Background: an optimization exercise with open tools, aiming at small area, a short achievable clock period and few clock cycles per item. Do not read the settings as production practice. The RTL was checked by simulation tests, not by an equivalence proof against the original design.

==> flow/design.v <==
module fsk_demod (
    input  wire        clk,
    input  wire        rst,           
    input  wire        start,
    input  wire [17:0] cfg_sr,
    input  wire [21:0] cfg_thresh,
    input  wire [16:0] cfg_nsamp,      
    output wire        busy,
    output reg         done,
    output wire [16:0] bitcount,
    input  wire        s_valid,
    output wire        s_ready,
    input  wire [15:0] s_cur,
    input  wire [15:0] s_del,
    output reg         w_valid,
    input  wire        w_ready,
    output wire [10:0] w_addr,
    output reg  [31:0] w_data
);
    localparam [1:0] LVL_0    = 2'd0,
                     LVL_127  = 2'd1,
                     LVL_254  = 2'd2,
                     LVL_NONE = 2'd3;
    reg         busy_r;
    reg  [17:0] sr;
    reg  [20:0] tq;           
    reg  [16:0] nrem;         
    reg  [14:0] wc;           
    reg  [14:0] u75;          
    reg         fwin;         
    reg  [15:0] pa, pb;       
    reg         vI, eI;       
    reg  signed [31:0] p;     
    reg         vP, eP;
    reg  signed [39:0] acc;   
    reg         eA;           
    reg         nw;           
    reg  [1:0]  prev_lvl;
    reg  [17:0] r;            
    reg  [14:0] q;            
    reg         em;           
    reg         ebit;
    reg         fin;          
    reg         fl;           
    reg  [10:0] wa;
    reg  [4:0]  wfill;
    assign busy     = busy_r;
    assign w_addr   = wa;
    assign bitcount = {1'b0, wa, wfill};
    wire in_wend  = (wc < 15'd250) || (nrem == 17'd1);
    wire e_flight = eI || eP || eA || em;
    assign s_ready = busy_r && (nrem != 17'd0) && !(in_wend && e_flight);
    wire fire = s_valid && s_ready;
    wire gt = $signed(acc) > $signed({19'd0, tq});
    wire lt = $signed(~acc) >= $signed({19'd0, tq});
    wire [1:0] lvl = gt ? LVL_254 : lt ? LVL_0 : LVL_127;
    wire rend  = (prev_lvl != LVL_NONE) && (lvl != prev_lvl);
    wire last  = (nrem == 17'd0) && !vI && !vP;
    wire [17:0] u300 = {u75, 2'b00};
    wire [18:0] racc = {1'b0, r} + {1'b0, u300};
    wire        rwrap = racc >= {1'b0, sr};
    wire [18:0] rsub = racc - {1'b0, sr};
    wire [18:0] r2   = {r, 1'b0};
    wire        round = (r2 > {1'b0, sr}) || ((r2 == {1'b0, sr}) && q[0]);
    wire take = w_valid && w_ready;
    wire emit = em && (!w_valid || w_ready);
    integer j;
    always @(posedge clk) begin
        pa <= s_cur;
        pb <= fire ? s_del : 16'd0;
        p  <= $signed(pa) * $signed(pb);
        acc <= (nw ? 40'sd0 : acc) + {{8{p[31]}}, p};
        if (rst) begin
            busy_r  <= 1'b0;
            done    <= 1'b0;
            w_valid <= 1'b0;
            vI <= 1'b0; eI <= 1'b0;
            vP <= 1'b0; eP <= 1'b0;
            eA <= 1'b0;
            em  <= 1'b0;
            fin <= 1'b0;
            fl  <= 1'b0;
        end else begin
            done <= 1'b0;
            vI <= fire;
            eI <= fire && in_wend;
            vP <= vI;
            eP <= eI;
            eA <= vP && eP;
            if (vP) nw <= eP;
            if (!busy_r) begin
                if (start) begin
                    busy_r   <= 1'b1;
                    sr       <= cfg_sr;
                    tq       <= cfg_thresh[21:1];
                    nrem     <= cfg_nsamp;
                    wc       <= cfg_sr[17:3];
                    u75      <= 15'd0;
                    fwin     <= 1'b1;
                    nw       <= 1'b1;
                    prev_lvl <= LVL_NONE;
                    r        <= 18'd0;
                    q        <= 15'd0;
                    fin      <= (cfg_nsamp == 17'd0);
                    fl       <= 1'b0;
                    wa       <= 11'd0;
                    wfill    <= 5'd0;
                end
            end else begin
                if (fire) begin
                    nrem <= nrem - 17'd1;
                    wc   <= in_wend ? sr[17:3] : wc - 15'd125;
                    if (fwin) begin
                        u75 <= u75 + 15'd75;
                        if (in_wend) fwin <= 1'b0;
                    end
                end
                if (eA) begin
                    prev_lvl <= lvl;
                    if (rend) begin
                        em   <= (q != 15'd0) || round;
                        ebit <= (prev_lvl != LVL_0);
                        q    <= q + {14'd0, round};
                        r    <= u300;
                    end else if (rwrap) begin
                        r <= rsub[17:0];
                        q <= q + 15'd1;
                    end else begin
                        r <= racc[17:0];
                    end
                    if (last) fin <= 1'b1;
                end
                if (emit) begin
                    for (j = 0; j < 32; j = j + 1)
                        if (wfill == j[4:0])
                            w_data[j] <= ebit;
                        else if (wfill == 5'd0)
                            w_data[j] <= 1'b0;
                    wfill <= wfill + 5'd1;
                    q     <= q - 15'd1;
                    if (q == 15'd1) em <= 1'b0;
                    if (wfill == 5'd31) w_valid <= 1'b1;
                end
                if (take) begin
                    if (!emit || wfill != 5'd31) w_valid <= 1'b0;
                    if (!fl) wa <= wa + 11'd1;
                end
                if (fl) begin
                    if (take) begin
                        done   <= 1'b1;
                        busy_r <= 1'b0;
                    end
                end else if (fin && !em && !w_valid) begin
                    if (wfill != 5'd0) begin
                        w_valid <= 1'b1;
                        fl      <= 1'b1;
                    end else begin
                        done   <= 1'b1;
                        busy_r <= 1'b0;
                    end
                end
            end
        end
    end
endmodule
==> flow/run.sh <==
#!/bin/bash
# synth_recipe.tcl (not shown) runs the flow's synth.tcl, then flattens the netlist and writes it again
# the make line also repeats each setting of config.mk as NAME=value (left out here)
make -C /OpenROAD-flow-scripts/flow DESIGN_CONFIG=/design/flow/config.mk WORK_HOME=/design/flow/orfs CLKGATE_MAP_FILE= SYNTH_SCRIPT=/design/flow/synth_recipe.tcl finish
==> flow/config.mk <==
export PLATFORM = sky130hd
export DESIGN_NAME = fsk_demod
export DESIGN_NICKNAME = fsk_demod
export VERILOG_FILES = /design/flow/design.v
export SDC_FILE = /design/flow/constraint.sdc
export NUM_CORES = 4
export LEC_CHECK = 0
export CAP_MARGIN = 20
export CORE_MARGIN = 2
export CORE_UTILIZATION = 40
export SLEW_MARGIN = 20
==> flow/constraint.sdc <==
create_clock -name core_clock -period 15.0 [get_ports {clk}]
set_input_delay 3.0000 -clock core_clock [delete_from_list [all_inputs] [get_ports {clk}]]
set_output_delay 3.0000 -clock core_clock [all_outputs]
set_load 0.01 [all_outputs]
==> out/metrics.cfg <==
[outcome]
outcome = timing/DRC/antenna clean

[synth]
ys_seq_elements = 287
syn_area_um2 = 26600
synth_cell_types = 75
postSynthNetCount = 3422
synthFlopType = edfxtp_1
yosysTopAreaCellShare_pct = 19.9
synthArstFlopShare_pct = 0
yosys.area.top_type = fa_1
synthTopCellsByArea = fa_1 20%, edfxtp_1 19%, ha_1 11%
synth_warnings = 1
synth_area_per_cell_um2 = 9.39
ys_seq_area_share_pct = 28.0
synth_edf_count = 172
synthCells = 2835

[layout]
syn2layout_area_growth_pct = 13.4
post-route-util_pct = 45.8
final_common_cell = inv_1
final_cell_mix = 438 x inv_1, 265 x fa_1, 228 x ha_1
finalNonFillerCells = 3841
nNetsFinal = 3532
fillers = 6202
drive_gt1_share_pct = 3.80

[setup_path]
reg2reg_to = p[30]
worstPathMaxFanout = 16
crit_start = pa[15]
setup.worst_path.end_class = flip-flop
required_ps = 15470
crit_type = reg -> reg
r2r-start = pa[15]
endpoint = p[30]
worst_ep_arrival_time_ps = 7510
ff2ff_path_depth = 18
r2r_slack_ps = 7960
cp-start-kind = flip-flop

[floorplanning]
core_um2 = 65900
die_area_um2 = 68600
start_util_pct = 40.4
fp.dieW_um = 262
ios = 158
rows = 94
die_y_um = 262

[detailed_routing]
wire_per_inst_um = 16.2
routed_wl_mm = 62.1
dr.pass1.iters = 6
drc_errors = 0
ant_nets = 0
num_vias = 19700
drt_iter0_markers = 1145
viasPerCell = 5.12

[grt]
grt.busiest_layer = met2
gr-total-overflow = 0
grt.total_usage_pct = 18.3
antenna_found_initial = 3
use_met3_pct = 2.26
grt_pass1_wl_mm = 102
gr-usage-met2_pct = 31.9
grt_max_degree = 57
grt_pass1_vias = 20600
use_met1_pct = 23.6

[clock_tree]
ctsResizeCount = 0
cts-htree-levels = 2
postCtsSetupBuffers = 0
cts_tree = built
cts.sinks = 287
clock_path_buffers = 3
clock_latency_ps = 570
cts_root_buffer = clkbuf_16
ctsHoldBuffers = 0
clk_pin_slew_worst_paths_ps = 60
cts_inserted_buffers = 38

[timing]
fmax_mhz = 142
drv_slew = 0
tightest_slew_ps = 854
period_minus_slack_ps = 7040
fin_crit_sh_pct = 46.9
fin_worst_skew_ps = 26.2
fin_tns_setup_ps = 0
rsz0062_at_grt = false
setup_violations = 0
hold_viol_final = 0
max-slew-margin-rel_pct = 42.3

[placed_design]
placed_cells = 3768
portBuffers = 155
dp_hpwl_mm = 49.1
place_congestion = 0.909

[run]
drv_cap = 0

[power_and_ir_drop]
totalPowerFinal_mw = 3.11
leakage_nw = 13.4
peakVddDrop_mv = 0.0915
powerDensity_nw_per_um2 = 103

[worst_hold_path]
hold_path_class = reg -> reg

-- worst max-delay path, cell delays in order, from the launching register on --
cell and delay, ps:
dfxtp_1 690, nand2_1 250, fa_1 590, inv_1 70
fa_1 950, inv_1 130, fa_1 540, fa_1 440
fa_1 520, fa_1 550, inv_1 40, ha_1 330
o21a_1 210, o21a_1 170, o21ai_0 350, a21boi_0 230
o41ai_2 130, or4b_2 630, o211ai_1 120
-- cell families (layout without fill, tap and decap cells) --
| family | count (synthesis) | count (layout) | synth area share [%] |
|---|---|---|---|
| adder cells (fa/ha/maj) | 493 | 493 | 30.6 |
| other | 1 | 4 | 0.0141 |
| AND/OR/NAND/NOR | 890 | 890 | 16.8 |
| AO/OA/AOI/OAI | 454 | 454 | 10.9 |
| multiplexers | 29 | 29 | 1.15 |
| buffers and inverters | 537 | 676 | 7.78 |
| XOR/XNOR | 144 | 144 | 4.74 |
| flip-flops | 287 | 287 | 28.0 |
-- per-stage QoR --
step | instance area (um2) | setup slack, ps | hold WS (ps)
finish | 30200 | 7960 | 468
global route | 30200 | 7650 | 475
CTS | 30200 | 7970 | 470
detailed placement | 29000 | 7960 | 463
global placement | 29000 | 8110 | 459
floorplan | 26600 | 8630 | 432
-- sequential cells by signal (all words and copies together), names as in the netlist, 2 cells and up --
register and flops:
pb 16, w_data 32, prev_lvl 2, pa 16, acc 40, sr 18, wfill 5, wa 11
tq 21, wc 15, p 32, u75 15, nrem 17, q 15, r 18
-- report_power, final --
part           total (mW)  internal [mW]  switching (mW)
registers            1.05          0.960          0.0933
logic                1.18          0.516           0.665
clock network       0.872          0.505           0.367
-- worst min-delay path by stage --
stage / start / to / slack (ps) / cells after the start
final: vI / vP / 470 / 1
after detailed placement: p[0] / acc[0] / 460 / 1
after floorplan: p[0] / acc[0] / 430 / 1
after global placement: vI / vP / 460 / 1
after global routing: vI / vP / 470 / 1
after CTS: vI / vP / 470 / 1
-- cell type report --
type                    instances  area [um2]  share of cell area, %
clock inverters                22         144                  0.477
flip-flops and latches        287        7470                   24.7
clock buffers                  47        1060                   3.51
inverters                     438        1640                   5.45
diodes                          3        7.51                 0.0249
well taps                     864        1080                   3.58
multi-input cells            2011       17100                   56.7
repair buffers                169        1680                   5.55
-- metal layers --
metal,up-vias,wire (um)
li1,9634,-
met1,9514,28400
met2,425,29700
met3,94,2660
met4,2,1340
met5,-,13
-- synthesized netlist by cell type (13+ instances only) --
library cell and count:
inv_1 438, fa_1 265, ha_1 228, nand2_1 220, nor2_1 190, edfxtp_1 172
a21oi_1 157, and2_1 151, dfxtp_1 115, xnor2_1 98, clkbuf_1 79, o21ai_0 72
nor3_1 50, nand3_1 49, and3_1 48, nor2b_1 47, xor2_1 46, a21o_1 43
nand2b_1 29, o21a_1 26, nand4_1 25, a31oi_1 24, nor4_1 23, or3_1 20
a211oi_1 18, o211ai_1 17, o21bai_1 17, mux2i_1 16, mux2_2 13
Testbench counts, summed over its fixed seeds: cycles 95,459, samples 95,084.

what the ideal ports hide:
Ports are ideal in the flow. The routed layout listed here was re-timed in OpenROAD. Step 1: set_driving_cell puts a clkbuf_16 on clk and a buf_2 on each other input, an assumption about the parent block. Step 2 also shifts input and output timing later by t, the mid clock arrival at the registers, as if the neighbouring blocks saw the same clock. a / b / c = ideal / step 1 / step 2; a / b = the first two.
t (ns): 0.613
setup slack, ns: 7.964 / 7.964 / 7.964
worst setup path at the end: register to register
pins driven straight from the clock port: 1
After both steps setup and hold are still met in this run. For this run, drivers alone change the setup slack by 0.000 ns; drivers and shift together by 0.000 ns.
